Source: an optimization exercise on an open RTL-to-GDS flow (aim: small area, a short achievable clock period and few clock cycles). Production flows keep margins and buffers that such runs may drop.
In this exercise RTL edits were held to simulation tests only and were not proved equivalent to the original.
No activity file was given, so power comes from the tool's default toggle rates.

==> design/flow/design.v <==
`timescale 1ns/1ps
module radixconv (
    input  wire        clk,
    input  wire        rst,
    input  wire        host_valid,
    input  wire        host_we,
    input  wire        host_buf,
    input  wire [6:0]  host_addr,
    input  wire [15:0] host_wdata,
    output reg  [15:0] host_rdata
);
    localparam BUF_SIZE = 128;
    localparam [3:0] ERR_ILLEGAL = 4'd1;
    localparam [3:0] ERR_WIDTH   = 4'd2;
    localparam [3:0] ERR_BOUNDS  = 4'd3;
    localparam [3:0] ERR_OVERLAP = 4'd4;
    localparam [3:0] ERR_SYMBOL  = 4'd5;
    localparam [3:0] ERR_BUSY    = 4'd6;
    localparam [2:0] S_CHK   = 3'd0;    
    localparam [2:0] S_DIV   = 3'd1;    
    localparam [2:0] S_SET   = 3'd2;    
    localparam [2:0] S_CONV  = 3'd3;    
    localparam [2:0] S_ALPHA = 3'd4;    
    reg [8*BUF_SIZE-1:0] buf_mem;    
    reg [15:0] cmdl, srcaddr, srclen, dstaddr, dstlen;
    reg        busy, done, err;
    reg [3:0]  errcode;
    reg [2:0]  state;
    reg [1:0]  div_cnt;
    reg [11:0] div_l;        
    reg [2:0]  div_r;        
    reg [10:0] m_len;        
    reg        fwd;          
    reg        fip;          
    reg        skip;         
    reg [31:0] work;
    reg [5:0]  wbits;
    reg [7:0]  ins_left;
    reg [6:0]  rp, wp;
    reg [4:0]  wi;           
    reg [4:0]  wq;           
    reg        primed;       
    reg [31:0] rword_q;      
    wire [3:0] op  = cmdl[15:12];
    wire [3:0] a_w = cmdl[11:8];
    wire [3:0] b_w = cmdl[7:4];
    wire       p_f = cmdl[3];
    wire op_conv     = (op == 4'h1);
    wire op_convip   = (op == 4'h2);
    wire op_conv_any = op_conv | op_convip;
    wire emit_part   = op_conv | p_f;    
    wire host_wr_reg  = host_valid &  host_we & ~host_buf;
    wire host_acc_buf = host_valid & host_buf;
    wire [15:0] w = host_wdata;
    wire wr_cmd     = host_wr_reg & (host_addr[2:0] == 3'd0);
    wire wr_srcaddr = host_wr_reg & (host_addr[2:0] == 3'd2);
    wire wr_srclen  = host_wr_reg & (host_addr[2:0] == 3'd3);
    wire wr_dstaddr = host_wr_reg & (host_addr[2:0] == 3'd4);
    wire wr_param   = wr_srcaddr | wr_srclen | wr_dstaddr;
    wire is_srst = wr_cmd & (w == 16'hF000);
    reg legal;
    always @* begin
        case (w[15:12])
            4'h0, 4'h4, 4'h5, 4'h6, 4'h7, 4'hF: legal = (w[11:0] == 12'h000);
            4'h1: legal = (w[3:0] == 4'h0);
            4'h2: legal = (w[2:0] == 3'h0);
            default: legal = 1'b0;
        endcase
    end
    wire busy_violation = busy & (host_acc_buf | wr_param | (wr_cmd & ~is_srst));
    wire cmd_illegal = wr_cmd & ~is_srst & ~err & ~busy & ~legal;
    wire cmd_accept  = wr_cmd & ~is_srst & ~err & ~busy & legal & (w != 16'h0000);
    wire w_fwd = ~((w[15:12] == 4'h2) & (w[7:4] < w[11:8]));
    wire w_fip = (w[15:12] == 4'h2) & w_fwd;
    reg  [4:0]  eng_ridx;
    wire [4:0]  ridx = busy ? eng_ridx : host_addr[6:2];
    wire [31:0] bwords [0:31];
    genvar gw;
    generate
        for (gw = 0; gw < 32; gw = gw + 1) begin : g_words
            assign bwords[gw] = buf_mem[32*gw +: 32];
        end
    endgenerate
    wire [31:0] rword = bwords[ridx];
    wire [7:0]  rlane [0:3];
    assign rlane[0] = rword[7:0];
    assign rlane[1] = rword[15:8];
    assign rlane[2] = rword[23:16];
    assign rlane[3] = rword[31:24];
    wire [7:0]  qlane [0:3];
    assign qlane[0] = rword_q[7:0];
    assign qlane[1] = rword_q[15:8];
    assign qlane[2] = rword_q[23:16];
    assign qlane[3] = rword_q[31:24];
    always @(posedge clk) rword_q <= rword;
    wire [15:0] n_len = srclen;
    wire        n_zero = (n_len == 16'd0);
    wire        width_bad = (a_w == 4'd0) | (a_w > 4'd8) | (b_w == 4'd0) | (b_w > 4'd8);
    wire [16:0] src_end = {1'b0, srcaddr} + {1'b0, n_len};
    wire        src_ok  = n_zero | (src_end <= BUF_SIZE);
    wire [15:0] dbase   = op_conv ? dstaddr : srcaddr;
    wire [16:0] dst_end = {1'b0, dbase} + {6'd0, m_len};
    wire        dst_ok  = (m_len == 11'd0) | (dst_end <= BUF_SIZE);
    wire        overlap = op_conv & (m_len != 11'd0) &
                          ({1'b0, srcaddr} < dst_end) & ({1'b0, dstaddr} < src_end);
    function [3:0] div_step;    
        input [3:0] b;
        input [2:0] r;
        input       x;
        reg   [7:0] v;
        reg   [3:0] t;
        begin
            v = {b, r, x};
            t[0] = (v == 8'd33) |
                   (v == 8'd35) |
                   (v == 8'd49) |
                   (v == 8'd52) |
                   (v == 8'd65) |
                   (v == 8'd67) |
                   (v == 8'd69) |
                   (v == 8'd71) |
                   (v == 8'd81) |
                   (v == 8'd83) |
                   (v == 8'd86) |
                   (v == 8'd88) |
                   (v == 8'd97) |
                   (v == 8'd99) |
                   (v == 8'd101) |
                   (v == 8'd103) |
                   (v == 8'd105) |
                   (v == 8'd107) |
                   (v == 8'd113) |
                   (v == 8'd115) |
                   (v == 8'd117) |
                   (v == 8'd120) |
                   (v == 8'd122) |
                   (v == 8'd124) |
                   (v == 8'd129) |
                   (v == 8'd131) |
                   (v == 8'd133) |
                   (v == 8'd135) |
                   (v == 8'd137) |
                   (v == 8'd139) |
                   (v == 8'd141) |
                   (v == 8'd143);
            t[1] = (v == 8'd50) |
                   (v == 8'd53) |
                   (v == 8'd66) |
                   (v == 8'd67) |
                   (v == 8'd70) |
                   (v == 8'd71) |
                   (v == 8'd82) |
                   (v == 8'd83) |
                   (v == 8'd87) |
                   (v == 8'd88) |
                   (v == 8'd98) |
                   (v == 8'd99) |
                   (v == 8'd104) |
                   (v == 8'd105) |
                   (v == 8'd114) |
                   (v == 8'd115) |
                   (v == 8'd118) |
                   (v == 8'd121) |
                   (v == 8'd122) |
                   (v == 8'd125) |
                   (v == 8'd130) |
                   (v == 8'd131) |
                   (v == 8'd134) |
                   (v == 8'd135) |
                   (v == 8'd138) |
                   (v == 8'd139) |
                   (v == 8'd142) |
                   (v == 8'd143);
            t[2] = (v == 8'd84) |
                   (v == 8'd89) |
                   (v == 8'd100) |
                   (v == 8'd101) |
                   (v == 8'd106) |
                   (v == 8'd107) |
                   (v == 8'd116) |
                   (v == 8'd117) |
                   (v == 8'd118) |
                   (v == 8'd123) |
                   (v == 8'd124) |
                   (v == 8'd125) |
                   (v == 8'd132) |
                   (v == 8'd133) |
                   (v == 8'd134) |
                   (v == 8'd135) |
                   (v == 8'd140) |
                   (v == 8'd141) |
                   (v == 8'd142) |
                   (v == 8'd143);
            t[3] = (v == 8'd17) |
                   (v == 8'd34) |
                   (v == 8'd35) |
                   (v == 8'd51) |
                   (v == 8'd52) |
                   (v == 8'd53) |
                   (v == 8'd68) |
                   (v == 8'd69) |
                   (v == 8'd70) |
                   (v == 8'd71) |
                   (v == 8'd85) |
                   (v == 8'd86) |
                   (v == 8'd87) |
                   (v == 8'd88) |
                   (v == 8'd89) |
                   (v == 8'd102) |
                   (v == 8'd103) |
                   (v == 8'd104) |
                   (v == 8'd105) |
                   (v == 8'd106) |
                   (v == 8'd107) |
                   (v == 8'd119) |
                   (v == 8'd120) |
                   (v == 8'd121) |
                   (v == 8'd122) |
                   (v == 8'd123) |
                   (v == 8'd124) |
                   (v == 8'd125) |
                   (v == 8'd136) |
                   (v == 8'd137) |
                   (v == 8'd138) |
                   (v == 8'd139) |
                   (v == 8'd140) |
                   (v == 8'd141) |
                   (v == 8'd142) |
                   (v == 8'd143);
            div_step = t;
        end
    endfunction
    wire [3:0] dv1 = div_step(b_w, div_r,     div_l[11]);
    wire [3:0] dv2 = div_step(b_w, dv1[2:0],  div_l[10]);
    wire [3:0] dv3 = div_step(b_w, dv2[2:0],  div_l[9]);
    wire [11:0] q_nx = {div_l[8:0], dv1[3], dv2[3], dv3[3]};
    wire [2:0]  r_nx = dv3[2:0];
    wire [3:0] g_w = 4'd8 - b_w;                     
    wire [7:0] a_mask = ~(8'hFF << a_w);
    wire [7:0] b_mask = ~(8'hFF << b_w);
    wire [7:0] g_mask = ~(8'hFF << g_w);
    wire [6:0] rp1  = fwd ? rp + 7'd1 : rp - 7'd1;
    wire       pair = fwd ? (rp[1:0] != 2'd3) : (rp[1:0] != 2'd0);
    wire [7:0] s0 = qlane[rp[1:0]];
    wire [7:0] s1 = qlane[rp1[1:0]];
    wire       bad0 = |(s0 & ~a_mask);
    wire       bad1 = |(s1 & ~a_mask);
    wire [7:0] u0 = fwd ? s0 : {s0[0], s0[1], s0[2], s0[3], s0[4], s0[5], s0[6], s0[7]};
    wire [7:0] u1 = fwd ? s1 : {s1[0], s1[1], s1[2], s1[3], s1[4], s1[5], s1[6], s1[7]};
    wire [5:0] b6  = {2'd0, b_w};
    wire [5:0] b26 = {1'b0, b_w, 1'b0};
    wire       ge1 = (wbits >= b6);
    wire       ge2 = (wbits >= b26);
    wire       ins_done = (ins_left == 8'd0);
    wire       part_ok  = fwd & ins_done & emit_part;
    wire [1:0] k = ge2 ? 2'd2 :
                   ge1 ? ((part_ok & (wbits != b6)) ? 2'd2 : 2'd1) :
                   ((part_ok & (wbits != 6'd0)) ? 2'd1 : 2'd0);
    wire       k_part = part_ok & ~ge2;                   
    wire [5:0] wrem = k_part & (k != 2'd0) ? 6'd0 :
                      (k == 2'd2) ? wbits - b26 :
                      (k == 2'd1) ? wbits - b6 : wbits;
    wire [5:0] cap  = fwd ? 6'd32 : (6'd24 + b6);
    wire [5:0] a6   = {2'd0, a_w};
    wire       fit2 = ({1'b0, wbits} + {a6, 1'b0}) <= {1'b0, cap};
    wire       fit1 = ({1'b0, wbits} + {1'b0, a6}) <= {1'b0, cap};
    wire [1:0] nin  = ~primed ? 2'd0 :
                      (pair & (ins_left >= 8'd2) & fit2) ? 2'd2 :
                      (~ins_done & fit1) ? 2'd1 : 2'd0;
    wire [6:0] rp2  = fwd ? rp + 7'd2 : rp - 7'd2;
    wire [6:0] rp_nx = (nin == 2'd2) ? rp2 : (nin == 2'd1) ? rp1 : rp;
    wire       sym_bad = ((nin != 2'd0) & bad0) | ((nin == 2'd2) & bad1);
    wire [15:0] qin = {8'd0, u0} | ((nin == 2'd2) ? ({8'd0, u1} << a_w) : 16'd0);
    wire [5:0]  ins_off = fwd ? wrem : wrem + a6 - b6;
    wire [5:0]  cons = (k == 2'd2) ? b26 : (k == 2'd1) ? b6 : 6'd0;
    wire [31:0] work_c = (work >> cons) & (fwd ? 32'hFFFFFFFF : ~{24'd0, g_mask});
    wire [31:0] work_nx = work_c | (nin != 2'd0 ? ({16'd0, qin} << ins_off) : 32'd0);
    wire [5:0]  wbits_nx = wrem + ((nin == 2'd2) ? {a6[4:0], 1'b0} : (nin == 2'd1) ? a6 : 6'd0);
    wire [7:0]  ins_nx = ins_left - {6'd0, nin};
    wire [7:0] win0 = work[7:0];
    wire [7:0] win1 = work[b_w +: 8];
    wire [7:0] wm0  = win0 & ~g_mask;
    wire [7:0] wm1  = win1 & ~g_mask;
    wire [7:0] o0 = fwd ? (win0 & b_mask) : {wm0[0], wm0[1], wm0[2], wm0[3], wm0[4], wm0[5], wm0[6], wm0[7]};
    wire [7:0] o1 = fwd ? (win1 & b_mask) : {wm1[0], wm1[1], wm1[2], wm1[3], wm1[4], wm1[5], wm1[6], wm1[7]};
    wire       skip_now = skip & (k != 2'd0);
    wire [1:0] nw  = k - {1'b0, skip_now};
    wire [7:0] d0  = skip_now ? o1 : o0;
    wire [6:0] wp1 = fwd ? wp + 7'd1 : wp - 7'd1;
    wire [6:0] wp2 = fwd ? wp + 7'd2 : wp - 7'd2;
    wire [6:0] wp_nx = (nw == 2'd2) ? wp2 : (nw == 2'd1) ? wp1 : wp;
    wire       c_done = (ins_nx == 8'd0) &
                        (fwd ? ((wbits_nx < b6) & (~emit_part | (wbits_nx == 6'd0)))
                             : (wbits_nx == 6'd0));
    function [7:0] t_n2p32;
        input [4:0] v;
        reg   [7:0] t;
        begin
            t[0] = (v == 5'd0) |
                   (v == 5'd2) |
                   (v == 5'd4) |
                   (v == 5'd6) |
                   (v == 5'd8) |
                   (v == 5'd10) |
                   (v == 5'd12) |
                   (v == 5'd14) |
                   (v == 5'd16) |
                   (v == 5'd18) |
                   (v == 5'd20) |
                   (v == 5'd22) |
                   (v == 5'd24) |
                   (v == 5'd27) |
                   (v == 5'd29) |
                   (v == 5'd31);
            t[1] = (v == 5'd1) |
                   (v == 5'd2) |
                   (v == 5'd5) |
                   (v == 5'd6) |
                   (v == 5'd9) |
                   (v == 5'd10) |
                   (v == 5'd13) |
                   (v == 5'd14) |
                   (v == 5'd17) |
                   (v == 5'd18) |
                   (v == 5'd21) |
                   (v == 5'd22) |
                   (v == 5'd25) |
                   (v == 5'd26) |
                   (v == 5'd27) |
                   (v == 5'd30) |
                   (v == 5'd31);
            t[2] = (v == 5'd3) |
                   (v == 5'd4) |
                   (v == 5'd5) |
                   (v == 5'd6) |
                   (v == 5'd11) |
                   (v == 5'd12) |
                   (v == 5'd13) |
                   (v == 5'd14) |
                   (v == 5'd19) |
                   (v == 5'd20) |
                   (v == 5'd21) |
                   (v == 5'd22) |
                   (v == 5'd28) |
                   (v == 5'd29) |
                   (v == 5'd30) |
                   (v == 5'd31);
            t[3] = (v == 5'd7) |
                   (v == 5'd8) |
                   (v == 5'd9) |
                   (v == 5'd10) |
                   (v == 5'd11) |
                   (v == 5'd12) |
                   (v == 5'd13) |
                   (v == 5'd14) |
                   (v == 5'd23) |
                   (v == 5'd24) |
                   (v == 5'd25);
            t[4] = (v == 5'd15) |
                   (v == 5'd16) |
                   (v == 5'd17) |
                   (v == 5'd18) |
                   (v == 5'd19) |
                   (v == 5'd20) |
                   (v == 5'd21) |
                   (v == 5'd22) |
                   (v == 5'd23) |
                   (v == 5'd24) |
                   (v == 5'd25) |
                   (v == 5'd26) |
                   (v == 5'd27) |
                   (v == 5'd28) |
                   (v == 5'd29) |
                   (v == 5'd30) |
                   (v == 5'd31);
            t[5] = (v == 5'd0) |
                   (v == 5'd1) |
                   (v == 5'd2) |
                   (v == 5'd3) |
                   (v == 5'd4) |
                   (v == 5'd5) |
                   (v == 5'd6) |
                   (v == 5'd7) |
                   (v == 5'd8) |
                   (v == 5'd9) |
                   (v == 5'd10) |
                   (v == 5'd11) |
                   (v == 5'd12) |
                   (v == 5'd13) |
                   (v == 5'd14) |
                   (v == 5'd15) |
                   (v == 5'd16) |
                   (v == 5'd17) |
                   (v == 5'd18) |
                   (v == 5'd19) |
                   (v == 5'd20) |
                   (v == 5'd21) |
                   (v == 5'd22) |
                   (v == 5'd23) |
                   (v == 5'd24) |
                   (v == 5'd25) |
                   (v == 5'd26) |
                   (v == 5'd27) |
                   (v == 5'd28) |
                   (v == 5'd29) |
                   (v == 5'd30) |
                   (v == 5'd31);
            t[6] = (v == 5'd0) |
                   (v == 5'd1) |
                   (v == 5'd2) |
                   (v == 5'd3) |
                   (v == 5'd4) |
                   (v == 5'd5) |
                   (v == 5'd6) |
                   (v == 5'd7) |
                   (v == 5'd8) |
                   (v == 5'd9) |
                   (v == 5'd10) |
                   (v == 5'd11) |
                   (v == 5'd12) |
                   (v == 5'd13) |
                   (v == 5'd14) |
                   (v == 5'd15) |
                   (v == 5'd16) |
                   (v == 5'd17) |
                   (v == 5'd18) |
                   (v == 5'd19) |
                   (v == 5'd20) |
                   (v == 5'd21) |
                   (v == 5'd22) |
                   (v == 5'd23) |
                   (v == 5'd24) |
                   (v == 5'd25);
            t[7] = 1'b0;
            t_n2p32 = t;
        end
    endfunction
    function [7:0] t_p2n32;
        input [7:0] v;
        reg   [7:0] t;
        begin
            t[0] = (v == 8'd51) |
                   (v == 8'd53) |
                   (v == 8'd55) |
                   (v == 8'd98) |
                   (v == 8'd100) |
                   (v == 8'd102) |
                   (v == 8'd104) |
                   (v == 8'd106) |
                   (v == 8'd108) |
                   (v == 8'd110) |
                   (v == 8'd112) |
                   (v == 8'd114) |
                   (v == 8'd116) |
                   (v == 8'd118) |
                   (v == 8'd120) |
                   (v == 8'd122);
            t[1] = (v == 8'd50) |
                   (v == 8'd51) |
                   (v == 8'd54) |
                   (v == 8'd55) |
                   (v == 8'd99) |
                   (v == 8'd100) |
                   (v == 8'd103) |
                   (v == 8'd104) |
                   (v == 8'd107) |
                   (v == 8'd108) |
                   (v == 8'd111) |
                   (v == 8'd112) |
                   (v == 8'd115) |
                   (v == 8'd116) |
                   (v == 8'd119) |
                   (v == 8'd120);
            t[2] = (v == 8'd52) |
                   (v == 8'd53) |
                   (v == 8'd54) |
                   (v == 8'd55) |
                   (v == 8'd101) |
                   (v == 8'd102) |
                   (v == 8'd103) |
                   (v == 8'd104) |
                   (v == 8'd109) |
                   (v == 8'd110) |
                   (v == 8'd111) |
                   (v == 8'd112) |
                   (v == 8'd117) |
                   (v == 8'd118) |
                   (v == 8'd119) |
                   (v == 8'd120);
            t[3] = (v == 8'd50) |
                   (v == 8'd51) |
                   (v == 8'd52) |
                   (v == 8'd53) |
                   (v == 8'd54) |
                   (v == 8'd55) |
                   (v == 8'd105) |
                   (v == 8'd106) |
                   (v == 8'd107) |
                   (v == 8'd108) |
                   (v == 8'd109) |
                   (v == 8'd110) |
                   (v == 8'd111) |
                   (v == 8'd112) |
                   (v == 8'd121) |
                   (v == 8'd122);
            t[4] = (v == 8'd50) |
                   (v == 8'd51) |
                   (v == 8'd52) |
                   (v == 8'd53) |
                   (v == 8'd54) |
                   (v == 8'd55) |
                   (v == 8'd113) |
                   (v == 8'd114) |
                   (v == 8'd115) |
                   (v == 8'd116) |
                   (v == 8'd117) |
                   (v == 8'd118) |
                   (v == 8'd119) |
                   (v == 8'd120) |
                   (v == 8'd121) |
                   (v == 8'd122);
            t[5] = 1'b0;
            t[6] = 1'b0;
            t[7] = 1'b0;
            t_p2n32 = t;
        end
    endfunction
    function [7:0] t_n2p64;
        input [5:0] v;
        reg   [7:0] t;
        begin
            t[0] = (v == 6'd1) |
                   (v == 6'd3) |
                   (v == 6'd5) |
                   (v == 6'd7) |
                   (v == 6'd9) |
                   (v == 6'd11) |
                   (v == 6'd12) |
                   (v == 6'd14) |
                   (v == 6'd16) |
                   (v == 6'd18) |
                   (v == 6'd20) |
                   (v == 6'd22) |
                   (v == 6'd24) |
                   (v == 6'd26) |
                   (v == 6'd28) |
                   (v == 6'd30) |
                   (v == 6'd32) |
                   (v == 6'd34) |
                   (v == 6'd36) |
                   (v == 6'd38) |
                   (v == 6'd40) |
                   (v == 6'd42) |
                   (v == 6'd44) |
                   (v == 6'd46) |
                   (v == 6'd48) |
                   (v == 6'd50) |
                   (v == 6'd52) |
                   (v == 6'd54) |
                   (v == 6'd56) |
                   (v == 6'd58) |
                   (v == 6'd60) |
                   (v == 6'd62);
            t[1] = (v == 6'd4) |
                   (v == 6'd5) |
                   (v == 6'd8) |
                   (v == 6'd9) |
                   (v == 6'd13) |
                   (v == 6'd14) |
                   (v == 6'd17) |
                   (v == 6'd18) |
                   (v == 6'd21) |
                   (v == 6'd22) |
                   (v == 6'd25) |
                   (v == 6'd26) |
                   (v == 6'd29) |
                   (v == 6'd30) |
                   (v == 6'd33) |
                   (v == 6'd34) |
                   (v == 6'd37) |
                   (v == 6'd39) |
                   (v == 6'd40) |
                   (v == 6'd43) |
                   (v == 6'd44) |
                   (v == 6'd47) |
                   (v == 6'd48) |
                   (v == 6'd51) |
                   (v == 6'd52) |
                   (v == 6'd55) |
                   (v == 6'd56) |
                   (v == 6'd59) |
                   (v == 6'd60) |
                   (v == 6'd63);
            t[2] = (v == 6'd0) |
                   (v == 6'd1) |
                   (v == 6'd6) |
                   (v == 6'd7) |
                   (v == 6'd8) |
                   (v == 6'd9) |
                   (v == 6'd15) |
                   (v == 6'd16) |
                   (v == 6'd17) |
                   (v == 6'd18) |
                   (v == 6'd23) |
                   (v == 6'd24) |
                   (v == 6'd25) |
                   (v == 6'd26) |
                   (v == 6'd31) |
                   (v == 6'd32) |
                   (v == 6'd33) |
                   (v == 6'd34) |
                   (v == 6'd41) |
                   (v == 6'd42) |
                   (v == 6'd43) |
                   (v == 6'd44) |
                   (v == 6'd49) |
                   (v == 6'd50) |
                   (v == 6'd51) |
                   (v == 6'd52) |
                   (v == 6'd57) |
                   (v == 6'd58) |
                   (v == 6'd59) |
                   (v == 6'd60);
            t[3] = (v == 6'd0) |
                   (v == 6'd1) |
                   (v == 6'd10) |
                   (v == 6'd11) |
                   (v == 6'd19) |
                   (v == 6'd20) |
                   (v == 6'd21) |
                   (v == 6'd22) |
                   (v == 6'd23) |
                   (v == 6'd24) |
                   (v == 6'd25) |
                   (v == 6'd26) |
                   (v == 6'd35) |
                   (v == 6'd36) |
                   (v == 6'd37) |
                   (v == 6'd45) |
                   (v == 6'd46) |
                   (v == 6'd47) |
                   (v == 6'd48) |
                   (v == 6'd49) |
                   (v == 6'd50) |
                   (v == 6'd51) |
                   (v == 6'd52) |
                   (v == 6'd61) |
                   (v == 6'd62) |
                   (v == 6'd63);
            t[4] = (v == 6'd2) |
                   (v == 6'd3) |
                   (v == 6'd4) |
                   (v == 6'd5) |
                   (v == 6'd6) |
                   (v == 6'd7) |
                   (v == 6'd8) |
                   (v == 6'd9) |
                   (v == 6'd10) |
                   (v == 6'd11) |
                   (v == 6'd27) |
                   (v == 6'd28) |
                   (v == 6'd29) |
                   (v == 6'd30) |
                   (v == 6'd31) |
                   (v == 6'd32) |
                   (v == 6'd33) |
                   (v == 6'd34) |
                   (v == 6'd35) |
                   (v == 6'd36) |
                   (v == 6'd37) |
                   (v == 6'd53) |
                   (v == 6'd54) |
                   (v == 6'd55) |
                   (v == 6'd56) |
                   (v == 6'd57) |
                   (v == 6'd58) |
                   (v == 6'd59) |
                   (v == 6'd60) |
                   (v == 6'd61) |
                   (v == 6'd62) |
                   (v == 6'd63);
            t[5] = (v == 6'd0) |
                   (v == 6'd1) |
                   (v == 6'd2) |
                   (v == 6'd3) |
                   (v == 6'd4) |
                   (v == 6'd5) |
                   (v == 6'd6) |
                   (v == 6'd7) |
                   (v == 6'd8) |
                   (v == 6'd9) |
                   (v == 6'd10) |
                   (v == 6'd11) |
                   (v == 6'd38) |
                   (v == 6'd39) |
                   (v == 6'd40) |
                   (v == 6'd41) |
                   (v == 6'd42) |
                   (v == 6'd43) |
                   (v == 6'd44) |
                   (v == 6'd45) |
                   (v == 6'd46) |
                   (v == 6'd47) |
                   (v == 6'd48) |
                   (v == 6'd49) |
                   (v == 6'd50) |
                   (v == 6'd51) |
                   (v == 6'd52) |
                   (v == 6'd53) |
                   (v == 6'd54) |
                   (v == 6'd55) |
                   (v == 6'd56) |
                   (v == 6'd57) |
                   (v == 6'd58) |
                   (v == 6'd59) |
                   (v == 6'd60) |
                   (v == 6'd61) |
                   (v == 6'd62) |
                   (v == 6'd63);
            t[6] = (v == 6'd12) |
                   (v == 6'd13) |
                   (v == 6'd14) |
                   (v == 6'd15) |
                   (v == 6'd16) |
                   (v == 6'd17) |
                   (v == 6'd18) |
                   (v == 6'd19) |
                   (v == 6'd20) |
                   (v == 6'd21) |
                   (v == 6'd22) |
                   (v == 6'd23) |
                   (v == 6'd24) |
                   (v == 6'd25) |
                   (v == 6'd26) |
                   (v == 6'd27) |
                   (v == 6'd28) |
                   (v == 6'd29) |
                   (v == 6'd30) |
                   (v == 6'd31) |
                   (v == 6'd32) |
                   (v == 6'd33) |
                   (v == 6'd34) |
                   (v == 6'd35) |
                   (v == 6'd36) |
                   (v == 6'd37) |
                   (v == 6'd38) |
                   (v == 6'd39) |
                   (v == 6'd40) |
                   (v == 6'd41) |
                   (v == 6'd42) |
                   (v == 6'd43) |
                   (v == 6'd44) |
                   (v == 6'd45) |
                   (v == 6'd46) |
                   (v == 6'd47) |
                   (v == 6'd48) |
                   (v == 6'd49) |
                   (v == 6'd50) |
                   (v == 6'd51) |
                   (v == 6'd52) |
                   (v == 6'd53) |
                   (v == 6'd54) |
                   (v == 6'd55) |
                   (v == 6'd56) |
                   (v == 6'd57) |
                   (v == 6'd58) |
                   (v == 6'd59) |
                   (v == 6'd60) |
                   (v == 6'd61) |
                   (v == 6'd62) |
                   (v == 6'd63);
            t[7] = 1'b0;
            t_n2p64 = t;
        end
    endfunction
    function [7:0] t_p2n64;
        input [7:0] v;
        reg   [7:0] t;
        begin
            t[0] = (v == 8'd45) |
                   (v == 8'd49) |
                   (v == 8'd51) |
                   (v == 8'd53) |
                   (v == 8'd55) |
                   (v == 8'd57) |
                   (v == 8'd66) |
                   (v == 8'd68) |
                   (v == 8'd70) |
                   (v == 8'd72) |
                   (v == 8'd74) |
                   (v == 8'd76) |
                   (v == 8'd78) |
                   (v == 8'd80) |
                   (v == 8'd82) |
                   (v == 8'd84) |
                   (v == 8'd86) |
                   (v == 8'd88) |
                   (v == 8'd90) |
                   (v == 8'd98) |
                   (v == 8'd100) |
                   (v == 8'd102) |
                   (v == 8'd104) |
                   (v == 8'd106) |
                   (v == 8'd108) |
                   (v == 8'd110) |
                   (v == 8'd112) |
                   (v == 8'd114) |
                   (v == 8'd116) |
                   (v == 8'd118) |
                   (v == 8'd120) |
                   (v == 8'd122);
            t[1] = (v == 8'd48) |
                   (v == 8'd49) |
                   (v == 8'd52) |
                   (v == 8'd53) |
                   (v == 8'd56) |
                   (v == 8'd57) |
                   (v == 8'd67) |
                   (v == 8'd68) |
                   (v == 8'd71) |
                   (v == 8'd72) |
                   (v == 8'd75) |
                   (v == 8'd76) |
                   (v == 8'd79) |
                   (v == 8'd80) |
                   (v == 8'd83) |
                   (v == 8'd84) |
                   (v == 8'd87) |
                   (v == 8'd88) |
                   (v == 8'd97) |
                   (v == 8'd98) |
                   (v == 8'd101) |
                   (v == 8'd102) |
                   (v == 8'd105) |
                   (v == 8'd106) |
                   (v == 8'd109) |
                   (v == 8'd110) |
                   (v == 8'd113) |
                   (v == 8'd114) |
                   (v == 8'd117) |
                   (v == 8'd118) |
                   (v == 8'd121) |
                   (v == 8'd122);
            t[2] = (v == 8'd50) |
                   (v == 8'd51) |
                   (v == 8'd52) |
                   (v == 8'd53) |
                   (v == 8'd65) |
                   (v == 8'd66) |
                   (v == 8'd67) |
                   (v == 8'd68) |
                   (v == 8'd73) |
                   (v == 8'd74) |
                   (v == 8'd75) |
                   (v == 8'd76) |
                   (v == 8'd81) |
                   (v == 8'd82) |
                   (v == 8'd83) |
                   (v == 8'd84) |
                   (v == 8'd89) |
                   (v == 8'd90) |
                   (v == 8'd97) |
                   (v == 8'd98) |
                   (v == 8'd103) |
                   (v == 8'd104) |
                   (v == 8'd105) |
                   (v == 8'd106) |
                   (v == 8'd111) |
                   (v == 8'd112) |
                   (v == 8'd113) |
                   (v == 8'd114) |
                   (v == 8'd119) |
                   (v == 8'd120) |
                   (v == 8'd121) |
                   (v == 8'd122);
            t[3] = (v == 8'd54) |
                   (v == 8'd55) |
                   (v == 8'd56) |
                   (v == 8'd57) |
                   (v == 8'd65) |
                   (v == 8'd66) |
                   (v == 8'd67) |
                   (v == 8'd68) |
                   (v == 8'd77) |
                   (v == 8'd78) |
                   (v == 8'd79) |
                   (v == 8'd80) |
                   (v == 8'd81) |
                   (v == 8'd82) |
                   (v == 8'd83) |
                   (v == 8'd84) |
                   (v == 8'd99) |
                   (v == 8'd100) |
                   (v == 8'd101) |
                   (v == 8'd102) |
                   (v == 8'd103) |
                   (v == 8'd104) |
                   (v == 8'd105) |
                   (v == 8'd106) |
                   (v == 8'd115) |
                   (v == 8'd116) |
                   (v == 8'd117) |
                   (v == 8'd118) |
                   (v == 8'd119) |
                   (v == 8'd120) |
                   (v == 8'd121) |
                   (v == 8'd122);
            t[4] = (v == 8'd69) |
                   (v == 8'd70) |
                   (v == 8'd71) |
                   (v == 8'd72) |
                   (v == 8'd73) |
                   (v == 8'd74) |
                   (v == 8'd75) |
                   (v == 8'd76) |
                   (v == 8'd77) |
                   (v == 8'd78) |
                   (v == 8'd79) |
                   (v == 8'd80) |
                   (v == 8'd81) |
                   (v == 8'd82) |
                   (v == 8'd83) |
                   (v == 8'd84) |
                   (v == 8'd107) |
                   (v == 8'd108) |
                   (v == 8'd109) |
                   (v == 8'd110) |
                   (v == 8'd111) |
                   (v == 8'd112) |
                   (v == 8'd113) |
                   (v == 8'd114) |
                   (v == 8'd115) |
                   (v == 8'd116) |
                   (v == 8'd117) |
                   (v == 8'd118) |
                   (v == 8'd119) |
                   (v == 8'd120) |
                   (v == 8'd121) |
                   (v == 8'd122);
            t[5] = (v == 8'd85) |
                   (v == 8'd86) |
                   (v == 8'd87) |
                   (v == 8'd88) |
                   (v == 8'd89) |
                   (v == 8'd90) |
                   (v == 8'd97) |
                   (v == 8'd98) |
                   (v == 8'd99) |
                   (v == 8'd100) |
                   (v == 8'd101) |
                   (v == 8'd102) |
                   (v == 8'd103) |
                   (v == 8'd104) |
                   (v == 8'd105) |
                   (v == 8'd106) |
                   (v == 8'd107) |
                   (v == 8'd108) |
                   (v == 8'd109) |
                   (v == 8'd110) |
                   (v == 8'd111) |
                   (v == 8'd112) |
                   (v == 8'd113) |
                   (v == 8'd114) |
                   (v == 8'd115) |
                   (v == 8'd116) |
                   (v == 8'd117) |
                   (v == 8'd118) |
                   (v == 8'd119) |
                   (v == 8'd120) |
                   (v == 8'd121) |
                   (v == 8'd122);
            t[6] = 1'b0;
            t[7] = 1'b0;
            t_p2n64 = t;
        end
    endfunction
    function [8:0] alpha;    
        input [1:0] o;
        input [7:0] v;
        begin
            case (o)
                2'd0:    alpha = {|v[7:5], t_n2p32(v[4:0])};
                2'd1:    alpha = {1'b0,    t_p2n32(v)};
                2'd2:    alpha = {|v[7:6], t_n2p64(v[5:0])};
                default: alpha = {1'b0,    t_p2n64(v)};
            endcase
        end
    endfunction
    wire [6:0] a_end = srcaddr[6:0] + n_len[6:0] - 7'd1;      
    wire       a_lo_w = (wq == srcaddr[6:2]);
    wire       a_hi_w = (wq == a_end[6:2]);
    reg  [3:0] a_en;
    reg  [7:0] a_val [0:3];
    reg        a_bad;
    reg  [8:0] a_t;
    integer    li;
    always @* begin
        a_bad = 1'b0;
        for (li = 0; li < 4; li = li + 1) begin
            a_en[li] = (~a_lo_w | (li[1:0] >= srcaddr[1:0])) & (~a_hi_w | (li[1:0] <= a_end[1:0]));
            a_t = alpha(op[1:0], qlane[li]);
            a_val[li] = a_t[7:0];
            if (a_en[li] & a_t[8]) a_bad = 1'b1;
        end
    end
    wire stream_on = (state == S_CONV) | (fip & ((state == S_CHK) | (state == S_DIV)));
    wire stream_wr = (state == S_CONV) | (fip & (state == S_DIV));    
    reg        eng_fault;
    reg [3:0]  eng_code;
    reg        eng_finish;
    reg [10:0] fin_len;
    reg [3:0]  eng_we;       
    reg [4:0]  eng_widx [0:3];
    reg [7:0]  eng_wd   [0:3];
    integer    ej;
    always @* begin
        eng_fault  = 1'b0;
        eng_code   = 4'd0;
        eng_finish = 1'b0;
        fin_len    = m_len;
        eng_ridx   = op_conv_any ? (stream_on ? rp_nx[6:2] : rp[6:2]) : wi;
        for (ej = 0; ej < 4; ej = ej + 1) begin
            eng_we[ej]   = 1'b0;
            eng_widx[ej] = wq;
            eng_wd[ej]   = a_val[ej];
        end
        if (op_conv_any) begin
            for (ej = 0; ej < 4; ej = ej + 1) begin
                if ((nw == 2'd2) && (wp1[1:0] == ej[1:0])) begin
                    eng_we[ej]   = stream_wr;
                    eng_widx[ej] = wp1[6:2];
                    eng_wd[ej]   = o1;
                end else begin
                    eng_we[ej]   = stream_wr & (nw != 2'd0) & (wp[1:0] == ej[1:0]);
                    eng_widx[ej] = wp[6:2];
                    eng_wd[ej]   = d0;
                end
            end
            case (state)
                S_CHK: begin
                    if (width_bad) begin
                        eng_fault = 1'b1;
                        eng_code  = ERR_WIDTH;
                    end else if (!src_ok) begin
                        eng_fault = 1'b1;
                        eng_code  = ERR_BOUNDS;
                    end else if (n_zero) begin
                        eng_finish = 1'b1;
                        fin_len    = 11'd0;
                    end else if (fip & sym_bad) begin
                        eng_fault = 1'b1;
                        eng_code  = ERR_SYMBOL;
                    end
                end
                S_DIV: begin
                    if (fip & sym_bad) begin
                        eng_fault = 1'b1;
                        eng_code  = ERR_SYMBOL;
                    end
                end
                S_SET: begin
                    if (!dst_ok) begin
                        eng_fault = 1'b1;
                        eng_code  = ERR_BOUNDS;
                    end else if (overlap) begin
                        eng_fault = 1'b1;
                        eng_code  = ERR_OVERLAP;
                    end
                end
                S_CONV: begin
                    if (sym_bad) begin
                        eng_fault = 1'b1;
                        eng_code  = ERR_SYMBOL;
                    end else if (c_done) begin
                        eng_finish = 1'b1;
                    end
                end
                default: ;
            endcase
        end else begin
            if (state == S_CHK) begin
                if (!src_ok) begin
                    eng_fault = 1'b1;
                    eng_code  = ERR_BOUNDS;
                end else if (n_zero) begin
                    eng_finish = 1'b1;
                    fin_len    = 11'd0;
                end
            end else begin
                for (ej = 0; ej < 4; ej = ej + 1)
                    eng_we[ej] = a_en[ej];
                if (a_bad) begin
                    eng_fault = 1'b1;
                    eng_code  = ERR_SYMBOL;
                end else if (a_hi_w) begin
                    eng_finish = 1'b1;
                    fin_len    = n_len[10:0];
                end
            end
        end
        if (!busy) begin
            eng_fault  = 1'b0;
            eng_finish = 1'b0;
            for (ej = 0; ej < 4; ej = ej + 1) eng_we[ej] = 1'b0;
        end
    end
    wire host_buf_wr = host_valid & host_we & host_buf & ~busy;
    reg  [3:0] l_we;
    reg  [4:0] l_idx [0:3];
    reg  [7:0] l_wd  [0:3];
    integer    lj;
    always @* begin
        for (lj = 0; lj < 4; lj = lj + 1) begin
            if (busy) begin
                l_we[lj]  = eng_we[lj];
                l_idx[lj] = eng_widx[lj];
                l_wd[lj]  = eng_wd[lj];
            end else begin
                l_we[lj]  = host_buf_wr & (host_addr[1:0] == lj[1:0]);
                l_idx[lj] = host_addr[6:2];
                l_wd[lj]  = host_wdata[7:0];
            end
        end
    end
    genvar gb;
    generate
        for (gb = 0; gb < BUF_SIZE; gb = gb + 1) begin : g_buf
            always @(posedge clk) begin
                if (l_we[gb % 4] && l_idx[gb % 4] == (gb / 4))
                    buf_mem[8*gb +: 8] <= l_wd[gb % 4];
            end
        end
    endgenerate
    reg        busy_n, done_n, err_n;
    reg [3:0]  errcode_n;
    reg [15:0] dstlen_n;
    always @* begin
        busy_n    = busy;
        done_n    = done;
        err_n     = err;
        errcode_n = errcode;
        dstlen_n  = dstlen;
        if (rst || is_srst) begin
            busy_n = 1'b0; done_n = 1'b0; err_n = 1'b0; errcode_n = 4'd0; dstlen_n = 16'd0;
        end else if (busy_violation) begin
            busy_n = 1'b0; done_n = 1'b0; err_n = 1'b1; errcode_n = ERR_BUSY;
        end else if (cmd_illegal) begin
            err_n = 1'b1; errcode_n = ERR_ILLEGAL; done_n = 1'b0;
        end else if (cmd_accept) begin
            busy_n = 1'b1; done_n = 1'b0;
        end else if (eng_fault) begin
            busy_n = 1'b0; err_n = 1'b1; errcode_n = eng_code;
        end else if (eng_finish) begin
            busy_n = 1'b0; done_n = 1'b1; dstlen_n = {5'd0, fin_len};
        end
    end
    wire [15:0] status_n = {8'h00, errcode_n, 1'b0, err_n, done_n, busy_n};
    reg [15:0] reg_rd;
    always @* begin
        case (host_addr[2:0])
            3'd0: reg_rd = cmdl;
            3'd1: reg_rd = status_n;
            3'd2: reg_rd = srcaddr;
            3'd3: reg_rd = srclen;
            3'd4: reg_rd = dstaddr;
            3'd5: reg_rd = dstlen_n;
            default: reg_rd = 16'h0000;
        endcase
    end
    always @(posedge clk) begin
        if (host_valid && !host_we)
            host_rdata <= host_buf ? {8'h00, rlane[host_addr[1:0]]} : reg_rd;
    end
    always @(posedge clk) begin
        busy    <= busy_n;
        done    <= done_n;
        err     <= err_n;
        errcode <= errcode_n;
        dstlen  <= dstlen_n;
        if (rst || is_srst) begin
            cmdl    <= 16'h0000;
            srcaddr <= 16'h0000;
            srclen  <= 16'h0000;
            dstaddr <= 16'h0000;
        end else if (!busy_violation) begin
            if (wr_srcaddr) srcaddr <= w;
            if (wr_srclen)  srclen  <= w;
            if (wr_dstaddr) dstaddr <= w;
            if (cmd_accept) begin
                cmdl     <= w;
                state    <= S_CHK;
                fwd      <= w_fwd;
                fip      <= w_fip;
                skip     <= 1'b0;
                rp       <= srcaddr[6:0];
                wp       <= srcaddr[6:0];
                wi       <= srcaddr[6:2];
                primed   <= 1'b0;
                work     <= 32'd0;
                wbits    <= 6'd0;
                ins_left <= srclen[7:0];
            end
        end
        if (busy) begin
            if (stream_on) begin
                primed   <= 1'b1;
                work     <= work_nx;
                wbits    <= wbits_nx;
                ins_left <= ins_nx;
                rp       <= rp_nx;
                wp <= wp_nx;
                if (k != 2'd0) skip <= 1'b0;
            end
            case (state)
                S_CHK: begin
                    wi      <= wi + 5'd1;
                    wq      <= wi;
                    div_l   <= {4'd0, n_len[7:0]} * {8'd0, a_w};
                    div_r   <= 3'd0;
                    div_cnt <= 2'd0;
                    state   <= op_conv_any ? S_DIV : S_ALPHA;
                end
                S_ALPHA: begin
                    wi <= wi + 5'd1;
                    wq <= wi;
                end
                S_DIV: begin
                    div_l   <= q_nx;
                    div_r   <= r_nx;
                    div_cnt <= div_cnt + 2'd1;
                    if (div_cnt == 2'd3) begin
                        m_len <= q_nx[10:0] + {10'd0, emit_part & (r_nx != 3'd0)};
                        state <= fip ? S_CONV : S_SET;
                    end
                end
                S_SET: begin
                    work     <= 32'd0;
                    wbits    <= (fwd | (div_r == 3'd0)) ? 6'd0 : (b6 - {3'd0, div_r});
                    skip     <= ~fwd & ~p_f & (div_r != 3'd0);
                    ins_left <= n_len[7:0];
                    rp       <= fwd ? srcaddr[6:0] : a_end;
                    primed   <= 1'b0;
                    wp       <= fwd ? dbase[6:0] : (srcaddr[6:0] + m_len[6:0] - 7'd1);
                    state    <= S_CONV;
                end
                default: ;
            endcase
        end
    end
endmodule
==> design/flow/run.sh <==
#!/bin/bash
# synth_recipe.tcl (not shown) runs the flow's synth.tcl, then flattens the netlist and writes it again
# the make line also repeats each setting of config.mk as NAME=value (left out here)
make -C /OpenROAD-flow-scripts/flow DESIGN_CONFIG=/design/flow/config.mk WORK_HOME=/design/flow/orfs CLKGATE_MAP_FILE= SYNTH_SCRIPT=/design/flow/synth_recipe.tcl finish
==> design/flow/config.mk <==
export PLATFORM = sky130hd
export DESIGN_NAME = radixconv
export DESIGN_NICKNAME = radixconv
export VERILOG_FILES = /design/flow/design.v
export SDC_FILE = /design/flow/constraint.sdc
export NUM_CORES = 4
export LEC_CHECK = 0
export CAP_MARGIN = 20
export CORE_MARGIN = 2
export CORE_UTILIZATION = 40
export SLEW_MARGIN = 20
==> design/flow/constraint.sdc <==
create_clock -name core_clock -period 10.0 [get_ports {clk}]
set_input_delay 2.0000 -clock core_clock [delete_from_list [all_inputs] [get_ports {clk}]]
set_output_delay 2.0000 -clock core_clock [all_outputs]
set_load 0.01 [all_outputs]
==> run summary <==
[Yosys cell counts, types with 23 or more instances]
cell type,n,area [sq um]
and2_1,80,500.5
nor2b_1,52,325.3
edfxtp_1,1084,32550
o211ai_1,66,495.5
xor2_1,39,341.6
a222oi_1,29,290.3
and4_1,23,201.4
o21a_1,33,247.7
a2111oi_0,24,210.2
buf_2,79,395.4
a311oi_1,26,227.7
ha_1,178,2227
mux2i_1,223,2232
nand2b_1,47,294.0
o22ai_1,70,437.9
o21ai_0,368,1842
a31oi_1,65,406.6
a32oi_1,34,297.8
clkbuf_1,323,1212
nor2_1,660,2477
a211oi_1,72,540.5
nand4_1,93,581.8
a21o_1,64,480.5
nor3_1,132,660.6
nand2_1,657,2466
dfxtp_1,180,3603
a22o_1,80,700.7
or3_1,35,219.0
xnor2_1,76,665.6
inv_1,176,660.6
mux2_2,51,574.3
o221ai_1,31,271.5
a21oi_1,427,2137
a22oi_1,299,2245
and3_1,62,387.9
a221oi_1,96,840.8
nand3_1,147,735.7
nor4_1,53,331.6
fa_1,31,620.6
buf_1,64,240.2
[state kept, by name, indices dropped and copies added (netlist names), 3 cells and up]
register	count
rword_q	32
cmdl	16
div_l	12
buf_mem	1024
ins_left	8
wq	5
srclen	16
dstaddr	16
rp	7
wi	5
errcode	4
wbits	6
host_rdata	16
srcaddr	16
dstlen	16
state	3
wp	7
m_len	11
div_r	3
work	32
[layout make-up]
class,instances,area [sq um]
fillers,16259,96030
flip-flops and latches,1264,36160
multi-input cells,4779,31240
clock buffers,162,3551
well taps,2325,2909
repair buffers,246,1953
clock inverters,84,893.4
inverters,183,686.9
diodes,3,7.507
[metrics by stage]
step / hold WS, ns / total power (W) / utilization / cells / setup slack (ns)
after floorplan: 0.4283 / 0.006681 / - / 6698 / 2.580
after global placement: 0.4420 / 0.007183 / 0.4199 / 8791 / 1.692
after detailed placement: 0.4443 / 0.007180 / 0.4203 / 8794 / 1.791
after CTS: 0.4578 / 0.01214 / 0.4459 / 9040 / 1.753
after global routing: 0.4903 / 0.01248 / 0.4463 / 9044 / 1.517
final: 0.4579 / 0.01218 / 0.4463 / 9046 / 1.754
[cells by family (layout without fill, tap and decap cells)]
| kind of cell | Yosys count | count (layout) | share of synthesized area |
|---|---|---|---|
| other | 0 | 3 | 0 |
| AO/OA/AOI/OAI | 2024 | 2024 | 0.1984 |
| AND/OR/NAND/NOR | 2134 | 2134 | 0.1425 |
| adder cells (fa/ha/maj) | 209 | 209 | 0.04088 |
| multiplexers | 294 | 294 | 0.04675 |
| buffers and inverters | 655 | 675 | 0.03703 |
| flip-flops | 1264 | 1264 | 0.5189 |
| XOR/XNOR | 118 | 118 | 0.01543 |
[worst max-delay path, cell delays in order (launching register included)]
cell and delay [ns]:
dfxtp_1 0.31, buf_4 0.24, ha_1 0.25, fa_1 0.40
a21o_1 0.17, a21oi_1 0.34, xnor2_1 0.13, ha_1 0.33
a21o_1 0.18, a21oi_1 0.13, a21oi_1 0.21, a211o_1 0.50
o31ai_4 0.43, o21a_1 0.81, nor3_2 0.31, and2_1 0.56
buf_4 0.39, a22oi_1 0.19, nand4_1 0.16, nor4_1 0.62
a21oi_1 0.23, a22oi_1 0.82, nand4b_1 0.16
[power by group through the flow]
stage | combinational, W | sequential [W] | clock [W]
after floorplan | 0.000801 | 0.00588 | 0
after global placement | 0.00127 | 0.00591 | 0
after detailed placement | 0.00127 | 0.00591 | 0
after CTS | 0.00127 | 0.00580 | 0.00507
after global routing | 0.00139 | 0.00580 | 0.00529
final | 0.00133 | 0.00580 | 0.00505
[path summary, 6_finish.rpt]
check / end / slack (ns) / depth (start not counted)
max: host_rdata[4] / 1.75 / 22
min: dstlen[11] / 0.46 / 1
max reg2reg: host_rdata[4] / 1.75 / 22
min reg2reg: dstlen[11] / 0.46 / 1
[per-layer routing]
layer  up-vias  wire, um  part of all wire
met1     29093    105800              0.38
met3       693     29720              0.11
met5         -        27          0.000098
met2      3797    124900              0.45
met4         4     15340             0.056
li1      25553         -                 -
==> metrics.md <==
| Metric | Value |
|---|---|
| Status | timing/DRC/antenna clean |
| FMAX | 121.3 MHz |
| Vias in the first global route | 55,099 |
| Worst setup SP type | register |
| Mapped Cells | 6,698 |
| Die height | 421.3 um |
| Die W | 421.3 um |
| Share of cells above drive strength 1 | 0.08872 |
| Max_slew headroom | 0.1751 |
| CP Max Fanout | 20 |
| Switching share of power | 0.2707 |
| Placement Cell Area | 72,900 sq um |
| Met3 capacity usage during global routing | 0.06389 |
| Layer with the highest usage | met2 |
| Period utilization | 0.8246 |
| Post-synthesis sequential area ratio | 0.5189 |
| Worst EP required | 10.49 ns |
| Top-level I/O count | 44 |
| 1st-iter DRT viols | 8,421 |
| Total core area | 173,400 sq um |
| WS Path Type | register to register |
| PwrDens | 157.3 nW/um^2 |
| Reg2reg start | cmdl[8] |
| Final Hold Violating Endpoints | 0 |
| Combinational fraction of design power | 0.109 |
| GRT met1 Usage | 0.3933 |
| Clk pin slew, worst setup/hold paths | 0.06 ns |
| Synth cell types | 97 |
| Grt ovf | 0 |
| CTS max path bufs | 3 |
| Die footprint | 177,500 sq um |
| Final wirelength | 275,700 um |
| H-tree Lvls | 4 |
| Fin crit period | 8.246 ns |
| Skew final | 0.06724 ns |
| Critical Path End Type | register |
| CP Launch Point | cmdl[8] |
| Most frequent cells in the layout | edfxtp_1, nand2_1, nor2_1 |
| EDFF count, synth | 1,084 |
| Worst skew pair latency | 0.84 ns |
| Synth async-reset ratio | 0 |
| Sequential power share | 0.477 |
| CTS Buf Count | 134 |
| Min-delay worst type | register to register |
| CTS tree | yes |
| Area Overhead vs Synth | 11.10% |
| Critical Path AT | 8.73 ns |
| DPL Wire Length | 194,000 um |
| Cts hold-fix bufs | 0 |
| Ys Warns | 6 |
| Initial Util | 0.4017 |
| Rows | 153 |
| Initial antenna violation count | 10 |
| CTS Sinks | 1,264 |
| NetSw | 0.003296 W |
| Mapped Nets | 6,935 |
| Post-route DRC violation count | 0 |
| Synth Cell Area | 69,670 sq um |
| Peak VDD IR | 0.0001742 V |
| Max_cap viols | 0 |
| Most common cell after layout, fill and taps aside | edfxtp_1 |
| Syn_area_per_cell | 10.40 sq um |
| DR WL/cell | 30.48 um |
| Nets | 6,845 |
| Total track usage | 0.3001 |
| Largest net degree at the start of global routing | 82 |
| Flops & latches, synth | 1,264 |
| Hold Crit Start | dstlen[11] |
| Final setup vio count | 0 |
| Main flop type after synthesis | edfxtp_1 |
| PostCTS Resize Cnt | 0 |
| Unrepaired setup endpoints after global routing | no |
| Clock power frac | 0.415 |
| First-pass GRT wire length | 395,700 um |
| Met2 Resource Use GR | 0.4731 |
| GP Congestion | 0.9813 |
| Max Slew Vio Count | 0 |
| CTS root buf | clkbuf_16 |
| Final instance area | 77,400 sq um |
| Total number of vias | 59,140 |
| Worst slew pin tran | 1.232 ns |
| Port bufs | 43 |
| Setup TNS | 0 ns |
| DR pass1 iterations | 7 |
| Postcts setup bufs | 0 |
| Internal | 0.008881 W |
| Leakage Power | 26.51 nW |
| ANT nets after route | 0 |
| Via density | 6.538 |
Testbench counts, summed over its fixed seeds: cycles 30,602.

[separate check: timing with driven ports]
The flow's constraints put no driver on any port. The routed layout listed below was extracted and timed again, unchanged, in two steps.
Step 1 (the two cells are an assumption about what drives the block):
set clk [get_ports {clk}]
set_driving_cell -lib_cell sky130_fd_sc_hd__clkbuf_16 $clk
set_driving_cell -lib_cell sky130_fd_sc_hd__buf_2 [delete_from_list [all_inputs] $clk]
Step 2 also shifts input and output timing later by t, the mid clock arrival at the registers, as if the neighbouring blocks saw the same clock.
Slacks: no drivers / after step 1 / after step 2; pairs: no drivers / after step 1.
shift t [ns]: 0.889
slack for setup (ns): 1.754 / 1.754 / 1.754
slew at the worst register clock pin (ns): 0.07 / 0.07
After both steps this run still meets setup and hold. For this run, drivers alone change the setup slack by 0.000 ns; drivers and shift together by 0.000 ns.
